Source: an optimization exercise on an open RTL-to-GDS flow (aim: small area). Production flows keep margins and buffers that such runs may drop. Function was checked by simulation only, so behaviour that the tests miss may differ from the original. Power and IR drop assume default switching activity.

==> flow/design.v (excerpt) <==
module uart_boot_engine (
    input  wire        clk,
    input  wire        rst,             
    input  wire        begin_i,         
    input  wire [31:0] img_size_i,      
    input  wire        img_bad_i,       
    input  wire        cancel_i,        
    output wire        img_req_o,
    output wire [19:0] img_addr_o,
    input  wire        img_ack_i,
    input  wire [7:0]  img_data_i,
    output wire        tx_valid_o,
    output wire [7:0]  tx_data_o,
    input  wire        tx_ready_i,
    input  wire        tx_err_i,        
    output wire        rx_ready_o,
    input  wire        rx_valid_i,
    input  wire [7:0]  rx_data_i,
    input  wire        rx_timeout_i,
    input  wire        rx_err_i,
    output wire        close_o,
    output wire        progress_valid_o,
    output wire [31:0] progress_o,
    output reg         result_valid_o,
    output wire [2:0]  state_o,
    output wire [2:0]  cause_o
);
Size in the first run: ~790 cells after synthesis, ~120 flip-flops, roughly 6600 um^2 of cells after synthesis.
Settings: LEC_CHECK=0, CAP_MARGIN=0, CORE_MARGIN=2, CORE_UTILIZATION=70, PLACE_DENSITY=0.75, SLEW_MARGIN=0; clock period 12.0 ns.
standard.sh (not shown) runs the stock make flow with config.mk's settings and CLKGATE_MAP_FILE= SYNTH_SCRIPT=/design/flow/synth_recipe.tcl, a recipe that flattens the netlist after the stock synthesis.
==> flow/flow/run.sh <==
#!/bin/bash
# The standard layout (standard.sh: ORFS from synthesis to finish) with three changes:
#  - Yosys/ABC maps the logic with an area-oriented script (flow/abc_map.script, repeated
#    dch + amap) instead of ORFS's speed script; the flip-flops and their names are untouched;
#  - every port still gets its own buffer, but with the smallest buffer cell;
#  - clock tree synthesis without dummy loads and with clkbuf_8 clock buffers.
# ORFS writes each step's log under orfs/logs; make's own output goes to make_finish.log.
set -uo pipefail
cd "$(dirname "$0")/.."
rm -rf orfs_scripts
cp -r "$FLOW_HOME/scripts" orfs_scripts
cp flow/abc_map.script orfs_scripts/abc_speed.script
bash standard.sh \
  "SCRIPTS_DIR=$PWD/orfs_scripts" \
  "BUFFER_PORTS_ARGS=-buffer_cell sky130_fd_sc_hd__buf_1" \
  "CTS_ARGS=-sink_clustering_enable -repair_clock_nets -dont_use_dummy_load -buf_list sky130_fd_sc_hd__clkbuf_8" \
  finish > make_finish.log 2>&1
==> flow/flow/abc_map.script <==
strash
dch
amap
strash
dch
amap
strash
dch
amap
strash
dch
amap
strash
dch
amap
The first run completed with no timing, DRC or antenna violations.
Then changed:
- CAP_MARGIN: 0 -> 20
- SLEW_MARGIN: 0 -> 20
What happened:
- The new run went through all stages and came out clean
- sequential power is about the same
- utilization stays flat
- synthesized area is unchanged
- final cell count barely changes
- global-route usage rises by 0.12 points
- power rose by 0.32%
- via count grows by 0.79%
- design area hardly moves
- hold slack is about the same
Then changed:
--- a/flow/flow/run.sh
+++ b/flow/flow/run.sh
@@ -1,6 +1,7 @@
 #!/bin/bash
-# The standard layout (standard.sh: ORFS from synthesis to finish) with three changes:
-#  - Yosys/ABC maps the logic with an area-oriented script (flow/abc_map.script, repeated
+# The standard layout (standard.sh: ORFS from synthesis to finish) with four changes:
+#  - Yosys/ABC maps the logic with an area-oriented script (flow/abc_map.script, eight rounds of
 #    dch + amap) instead of ORFS's speed script; the flip-flops and their names are untouched;
+#  - timing-driven global placement keeps none of its trial buffering (GPL_KEEP_OVERFLOW=0);
 #  - every port still gets its own buffer, but with the smallest buffer cell;
 #  - clock tree synthesis without dummy loads and with clkbuf_8 clock buffers.
@@ -13,4 +14,5 @@
 bash standard.sh \
   "SCRIPTS_DIR=$PWD/orfs_scripts" \
+  "GPL_KEEP_OVERFLOW=0" \
   "BUFFER_PORTS_ARGS=-buffer_cell sky130_fd_sc_hd__buf_1" \
   "CTS_ARGS=-sink_clustering_enable -repair_clock_nets -dont_use_dummy_load -buf_list sky130_fd_sc_hd__clkbuf_8" \
==> flow/flow/abc_map.script (replaced) <==
strash
dch
amap
strash
dch
amap
strash
dch
amap
strash
dch
amap
strash
dch
amap
strash
dch
amap
strash
dch
amap
strash
dch
amap
Design area hardly moves.
Via count rose by about 2.7%.
Count of clock-buffer cells in the layout is unchanged.
Sequential share of layout area hardly moves.
Global-route usage rose by 3.6 points.
First-iteration DRC count rose by about 2%.
Core utilization rose by 0.16 points.
Routed wire length rose by 9.0%.

==> re-timing with driven ports <==
No port has a modelled driver above. Below, the same layouts with a new extraction and two added sets of constraints. Step 1 assumes that a clkbuf_16 drives the clock port and a buf_2 every other input. Step 2 moves the port delays by t, midway between the first and last clock arrival at a register: inputs arrive t later, outputs are due t later. That takes back most of the time a late clock gives input paths. Three values: ideal, step 1, step 2; two values: the first two.
run | t (ns) | setup slack, ns | worst slew at a driven data input, ns | pins driven straight from the clock port
the first run | 0.457 | 6.086 / 6.063 / 6.063 | 0.05 | 1
the second run | 0.454 | 6.064 / 6.040 / 6.040 | 0.05 | 1
the third run | 0.466 | 5.882 / 5.844 / 5.977 | 0.04 | 1
After both steps every run listed still meets setup and hold. The setup slack of the second run, which loses most, moves by -0.024 ns with the drivers and by -0.024 ns with both steps.
